What follows belongs to an exercise in optimizing a design on an open flow for a short achievable clock period; a production flow would make more cautious choices. Function not checked in this run: the RTL went through the layout flow alone. No activity file was given, so power comes from the tool's default toggle rates.

**flow/run.sh**
```bash
#!/bin/bash
# synth_recipe.tcl (not shown) runs the flow's synth.tcl, then flattens the netlist and writes it again
# the make line also repeats each setting of config.mk as NAME=value (left out here)
make -C /OpenROAD-flow-scripts/flow DESIGN_CONFIG=/design/flow/config.mk WORK_HOME=/design/flow/orfs CLKGATE_MAP_FILE= SYNTH_SCRIPT=/design/flow/synth_recipe.tcl finish
```
**flow/config.mk**
```make
export PLATFORM = sky130hd
export DESIGN_NAME = fsv
export DESIGN_NICKNAME = fsv
export VERILOG_FILES = /design/flow/design.v
export SDC_FILE = /design/flow/constraint.sdc
export NUM_CORES = 4
export LEC_CHECK = 0
export ABC_CLOCK_PERIOD_IN_PS = 2000
export CAP_MARGIN = 20
export CORE_MARGIN = 2
export CORE_UTILIZATION = 40
export PLACE_DENSITY = 0.6
export SETUP_SLACK_MARGIN = 4.6
export SLEW_MARGIN = 20
```
**flow/constraint.sdc**
```tcl
create_clock -name core_clock -period 7.0 [get_ports {clk}]
set_input_delay 1.4000 -clock core_clock [delete_from_list [all_inputs] [get_ports {clk}]]
set_output_delay 1.4000 -clock core_clock [all_outputs]
set_load 0.01 [all_outputs]
```
**flow/design.v**
```verilog
module fsv (
    input  wire         clk,
    input  wire         rst,         
    input  wire         op_valid,
    input  wire [11:0]  op_word,
    output reg  [7:0]   acc,
    output wire [151:0] fb,
    output reg  [4:0]   len,
    output reg          ovf,
    output reg          valid,
    output reg  [7:0]   cmd,
    output reg  [7:0]   tid0,
    output reg  [7:0]   tid1,
    output reg  [15:0]  pm25,
    output reg  [15:0]  pm10,
    output reg  [7:0]   fwy,
    output reg  [7:0]   fwm,
    output reg  [7:0]   fwd,
    output reg  [7:0]   rid0,
    output reg  [7:0]   rid1,
    output reg          pmw,
    output reg          fww,
    output reg          idw,
    output reg  [2:0]   err,
    output reg          fatal
);
    localparam [7:0] HEADER    = 8'hAA;
    localparam [7:0] TAIL      = 8'hAB;
    localparam [7:0] TYPE_CMD  = 8'hB4;
    localparam [7:0] TYPE_ACK  = 8'hC5;
    localparam [7:0] TYPE_DATA = 8'hC0;
    localparam [2:0] E_OK        = 3'd0;
    localparam [2:0] E_INVPARAM  = 3'd1;
    localparam [2:0] E_MALFORMED = 3'd3;
    localparam [2:0] E_ILLEGAL   = 3'd4;
    localparam [2:0] E_OVERFLOW  = 3'd5;
    localparam [2:0] E_RESCMD    = 3'd6;
    reg  [151:0] fb_q;
    wire [7:0]   fbuf [0:18];
    genvar gi;
    generate
        for (gi = 0; gi < 19; gi = gi + 1) begin : g_fb_bytes
            assign fbuf[gi] = fb_q[8*gi +: 8];
        end
    endgenerate
    assign fb = fb_q;
    reg [7:0] psum;
    reg       built;
    wire [3:0] opc = op_word[11:8];
    wire [7:0] imm = op_word[7:0];
    wire       iz  = (imm == 8'h00);
    wire d_csclr  = op_valid && (opc == 4'h1) && iz;
    wire d_csadd  = op_valid && (opc == 4'h2);
    wire d_fclr   = op_valid && (opc == 4'h3) && iz;
    wire d_push   = op_valid && (opc == 4'h4);
    wire d_vcmd   = op_valid && (opc == 4'h5) && iz;
    wire d_vrpl   = op_valid && (opc == 4'h6) && iz;
    wire d_setcmd = op_valid && (opc == 4'h7);
    wire d_setid0 = op_valid && (opc == 4'h8);
    wire d_setid1 = op_valid && (opc == 4'h9);
    wire d_bcmd   = op_valid && (opc == 4'hA) && iz;
    wire d_decpm  = op_valid && (opc == 4'hB) && iz;
    wire d_decfw  = op_valid && (opc == 4'hC) && iz;
    wire d_decid  = op_valid && (opc == 4'hD) && iz;
    wire full      = (len == 5'd19);
    wire len_le12  = (len <= 5'd12);
    wire cmd_legal = (cmd == 8'h02) || (cmd == 8'h04) || (cmd == 8'h05) ||
                     (cmd == 8'h06) || (cmd == 8'h07) || (cmd == 8'h08);
    wire bok       = cmd_legal && len_le12;
    wire [7:0] c_res  = psum - (HEADER + TYPE_CMD + TAIL) - {fbuf[17][6:0], 1'b0};
    wire command_ok = !ovf && full &&
                      (built ||
                       ((fbuf[0] == HEADER) && (fbuf[1] == TYPE_CMD) &&
                        (fbuf[18] == TAIL) && (c_res == 8'h00)));
    wire [7:0] r_res  = psum - (HEADER + TAIL) - fbuf[1] - {fbuf[8][6:0], 1'b0};
    wire reply_ok   = !ovf && (len == 5'd10) &&
                      (fbuf[0] == HEADER) && (fbuf[9] == TAIL) &&
                      ((fbuf[1] == TYPE_ACK) || (fbuf[1] == TYPE_DATA)) &&
                      (r_res == 8'h00);
    wire [7:0] cs = cmd + tid0 + tid1 + psum;
    reg  [7:0] frame [0:18];
    integer i;
    always @(*) begin
        frame[0] = HEADER;
        frame[1] = TYPE_CMD;
        frame[2] = cmd;
        for (i = 0; i < 12; i = i + 1)
            frame[3 + i] = (i < len) ? fbuf[i] : 8'h00;
        frame[15] = tid0;
        frame[16] = tid1;
        frame[17] = cs;
        frame[18] = TAIL;
    end
    always @(posedge clk) begin
        if (rst) begin
            acc   <= 8'h00;
            len   <= 5'd0;
            ovf   <= 1'b0;
            valid <= 1'b0;
            cmd   <= 8'h00;
            tid0  <= 8'hFF;
            tid1  <= 8'hFF;
            pm25  <= 16'h0000;
            pm10  <= 16'h0000;
            fwy   <= 8'h00;
            fwm   <= 8'h00;
            fwd   <= 8'h00;
            rid0  <= 8'h00;
            rid1  <= 8'h00;
            pmw   <= 1'b0;
            fww   <= 1'b0;
            idw   <= 1'b0;
            err   <= E_OK;
            fatal <= 1'b0;
            psum  <= 8'h00;
            built <= 1'b0;
        end else begin
            if (d_csclr) acc <= 8'h00;
            if (d_csadd) acc <= acc + imm;
            if (d_fclr) begin
                len   <= 5'd0;
                ovf   <= 1'b0;
                psum  <= 8'h00;
                built <= 1'b0;
            end
            if (d_push) begin
                if (full) begin
                    ovf <= 1'b1;
                end else begin
                    len  <= len + 5'd1;
                    psum <= psum + imm;
                end
            end
            if (d_bcmd && bok) begin
                len   <= 5'd19;
                built <= 1'b1;
            end
            if (d_vcmd) valid <= command_ok;
            if (d_vrpl) valid <= reply_ok;
            if (d_setcmd) cmd  <= imm;
            if (d_setid0) tid0 <= imm;
            if (d_setid1) tid1 <= imm;
            if (d_decpm && reply_ok) begin
                pm25 <= {fbuf[3], fbuf[2]};
                pm10 <= {fbuf[5], fbuf[4]};
                pmw  <= 1'b1;
            end
            if (d_decfw && reply_ok) begin
                fwy <= fbuf[3];
                fwm <= fbuf[4];
                fwd <= fbuf[5];
                fww <= 1'b1;
            end
            if ((d_decfw || d_decid) && reply_ok) begin
                rid0 <= fbuf[6];
                rid1 <= fbuf[7];
                idw  <= 1'b1;
            end
            if (op_valid) begin
                case (opc)
                    4'h2, 4'h7, 4'h8, 4'h9: err <= E_OK;
                    4'h1, 4'h3, 4'h5, 4'h6: err <= iz ? E_OK : E_ILLEGAL;
                    4'h4: err <= full ? E_OVERFLOW : E_OK;
                    4'hA: err <= !iz ? E_ILLEGAL :
                                 !cmd_legal ? E_RESCMD :
                                 !len_le12 ? E_INVPARAM : E_OK;
                    4'hB, 4'hC, 4'hD: err <= !iz ? E_ILLEGAL :
                                             reply_ok ? E_OK : E_MALFORMED;
                    default: err <= E_ILLEGAL;
                endcase
            end
        end
    end
    generate
        for (gi = 0; gi < 19; gi = gi + 1) begin : g_fb_cells
            always @(posedge clk) begin
                if (d_bcmd && bok)
                    fb_q[8*gi +: 8] <= frame[gi];
                else if (d_push && (len == gi))
                    fb_q[8*gi +: 8] <= imm;
            end
        end
    endgenerate
endmodule
```
==> summary.txt <==
Clock network
  – CTS tree: built
  – Master cell of the clock root buffer: clkbuf_16
  – Hold-fix buffers, CTS: 0
  – CTS Buf Count: 31
  – CTS sink cnt: between 200 and 300
  – Number of H-tree levels: 1
  – CTS clk-pin slew, worst paths: about 0.060 ns
  – Clock Latency Late Sink: 0.59 ns
  – Deepest clock path buffer count: 3

Floorplanning
  – Die Y: roughly 190 um
  – Starting Density: 0.405
  – FP Rows: just under 70
  – Core area: approximately 34,000 um^2
  – Io pins: ~290
  – Die span in x: ~190 um
  – Die Footprint: 36,300 um^2

Layout
  – Post-synthesis to final-layout area growth: 66.1%
  – Net total in the final layout: between 1,500 and 2,000
  – Share of cells above drive strength 1: 0.553
  – Diode count: 0
  – Registers with the highest flip-flop counts: fb_q (152), pm10 (16), pm25 (16)
  – Largest register by flop count: fb_q
  – Max FFs per register: between 150 and 200

GRT
  – Met2 usage in global routing: 0.511
  – Routing layer with the top usage in global route: met2
  – Antenna violations before repair: 2
  – Number of global-route vias before repair: approximately 13,000
  – Pin count of the biggest net entering global routing: between 70 and 80
  – Remaining global-route overflow: 0
  – Global-route total usage across every layer: 0.340
  – Global-route wire length before repair: 90.8 mm
  – Global-route track usage on met3: 0.0944
  – M1 GR Usage: 0.457

STA
  – Number of max-slew violations in the final report: 0
  – Setup repair after global routing missed its margin: true
  – Achievable frequency: around 280 MHz
  – Number of hold violations in the final report: 0
  – Final sum of negative setup slack: 0 ns
  – Share of the clock period used by the worst path: 0.519
  – Transition time at the pin with the least slew margin: 0.936 ns
  – Post-layout worst setup margin: around 3.4 ns
  – Worst clock skew on the final layout: around 0.018 ns
  – Setup-violating endpoint count in the final report: 0
  – Min Clock Period, post-route: 3.63 ns
  – Worst slew slack as a fraction of its limit: 0.376

Placement
  – Final HPWL from detailed placement: ~35 mm
  – Routability congestion estimate: 0.875
  – PortBufs: roughly 280
  – Worst slack after detailed placement: about 2.2 ns

Worst setup path
  – Worst EP arrival: 4.06 ns
  – Critical Path End Type: flop
  – Combined buffer and inverter count along the critical path: 4
  – Startpoint class of the critical path: flop
  – Worst-path fanout max: 9
  – Cells traversed along the worst timing path: inv_2, fa_2, fa_1, inv_2, fa_2, nor4bb_4, nand4_1, nor3_2, nand3_2, buf_6, clkbuf_16, o31ai_2, a21oi_1
  – Crit path kind: reg -> reg
  – Required time worst endpoint: 7.42 ns
  – CP top delay family: adder cells
  – Maximum single-stage delay on the critical path: 0.54 ns
  – Cell with the largest stage delay on the worst path: fa_2

Power
  – IR Drop Worst-Case VDD: 0.221 mV
  – Tot Pwr: just over 4 mW
  – Leakage power: ~9.8 nW
  – Power Density: between 150 and 200 nW/um^2

Drt
  – Per-cell routed wire length: 28.1 um
  – Initial DRC count: 1,815
  – Antenna Nets Post-Route: 0
  – First-pass iteration count of the detailed router: 8
  – Post-detailed-route DRC marker count: 0
  – Total wire length: 66.3 mm
  – Number of vias after detailed routing: roughly 15,000
  – Vias per std cell: 6.16

Logic synthesis
  – Cell count after synthesis: 1,327
  – Number of warnings printed during yosys synthesis: 2
  – Synth cell types: 78
  – Post-synth top flop: dfxtp_1
  – Asr flop ratio synth: 0
  – Number of enable-type register cells in the synthesized netlist: between 100 and 150
  – Mean instance size in the synthesized netlist: ~10 um^2
  – FF+latch count, synth: around 280
  – Total standard cell area after synthesis: 13,900 um^2
  – Number of nets in the synthesized netlist: approximately 1,400
  – Seq/Total Area, Yosys: 0.492

Worst hold path
  – Path class of the lowest-slack min-delay path: reg -> reg

Run status
  – Outcome: complete, no violations

Run
  – Maximum Capacitance Violations: 0
[stage by stage]
step	area [um^2]	hold slack, ns	instances	utilization
after floorplan	14900	0.448	1327	-
after global placement	17700	0.440	1974	0.514
after detailed placement	17700	0.448	1974	0.514
after CTS	21800	0.463	2296	0.633
after global routing	23100	0.483	2363	0.672
final	23100	0.463	2363	0.672
[synth_stat cells (41+ instances only)]
library cell  count  area [um^2]
dfxtp_1         150         3000
edfxtp_1        128         3840
a21o_1          122          916
a21oi_1         104          521
nand2_1          83          312
nand4_1          80          500
o31ai_1          77          578
clkbuf_1         69          259
nor2_1           67          251
ha_1             49          613
inv_1            48          180
nand3_1          41          205
[where the power goes]
part           internal, mW  total, mW  leakage, nW  switching (mW)
Sequential             1.70       1.72         2.43          0.0215
Clock                 0.994       1.71        0.518           0.716
Combinational         0.274      0.588         6.80           0.314
Total                  2.97       4.02         9.76            1.05
[layout make-up]
| class | instances | area [um^2] |
|---|---|---|
| clock buffer | 44 | 885 |
| clock inverter | 14 | 173 |
| fill | 2546 | 11300 |
| inverter | 50 | 203 |
| multi-input combinational | 899 | 7980 |
| sequential | 278 | 7160 |
| tap | 455 | 569 |
| timing repair buffer | 623 | 6130 |
[worst paths after layout]
| kind | startpoint | endpoint | cells past startpoint | slack, ns |
|---|---|---|---|---|
| max | fb_q[64]$_DFFE_PP_ | pm10[2]$_SDFFE_PP0P_ | 13 | 3.37 |
| min | idw$_SDFFE_PP0P_ | idw$_SDFFE_PP0P_ | 1 | 0.46 |
| max reg2reg | fb_q[64]$_DFFE_PP_ | pm10[2]$_SDFFE_PP0P_ | 13 | 3.37 |
| min reg2reg | idw$_SDFFE_PP0P_ | idw$_SDFFE_PP0P_ | 1 | 0.46 |
[logic make-up after synthesis]
group | count (synthesis) | share of synthesized area
buffers and inverters | 160 | 0.0510
adders and majority gates | 73 | 0.0786
AOI/OAI and AO/OA | 377 | 0.187
xor gates and xnor gates | 29 | 0.0193
and+or+nand+nor | 377 | 0.149
DFF | 278 | 0.492
other | 1 | 0.000270
muxes | 32 | 0.0230
[per-layer routing]
metal | wire (um) | share of wire
met5 | 23 | 0.00035
met4 | 3970 | 0.060
met3 | 8820 | 0.13
met2 | 28600 | 0.43
met1 | 24900 | 0.38
[what timing repair did]
action | 4_1_cts | 5_1_grt
setup endpoints to repair | 671 | 656
buffers inserted | 239 | 55
cloned | 25 | 12
resized for setup | 1666 | 144
pin swaps | 69 | 51
[cell usage in the layout (no fill, tap or decap), types with 9 or more instances in the layout]
master       n
buf_6      202
buf_12      29
nand3_1     32
nor3_1      10
o31ai_1     46
inv_2       10
bufbuf_16    9
xnor2_1     18
dfxtp_2     89
buf_8       13
o31ai_4     14
nor3_4      11
clkbuf_16   38
buf_2      118
nor2_4       9
a22oi_2     10
a21oi_1     83
nand2_2     16
fa_1        18
ha_1        35
a21oi_4      9
mux2i_1     30
nand4_1     80
inv_1       38
dfxtp_4     54
nand2_8     15
buf_4      236
nand2_1     49
nor2_1      55
a21oi_2     19
ha_4        13
o31ai_2     17
a21o_1     121
edfxtp_1   128
buf_16       9

## re-timing with driven ports
The results above use ideal ports. As a check the final layout listed here was re-extracted and re-timed, cells and wires unchanged.
Step 1, drivers: a clkbuf_16 drives clk and a buf_2 each remaining input, both assumed.
Step 2 times the ports against the registers' clock, not the clock port: input delays grow and output delays shrink by t, the midpoint of the rising clock arrivals with the driver on.
Three values: ideal ports, drivers, drivers and shift; two values: the first two.
t, ns: 0.637
setup slack, ns: 3.365 / 3.365 / 3.353
worst slew at a driven data input, ns: 0.06
After both steps this run still meets setup and hold. For this run, drivers alone change the setup slack by 0.000 ns; drivers and shift together by -0.012 ns.
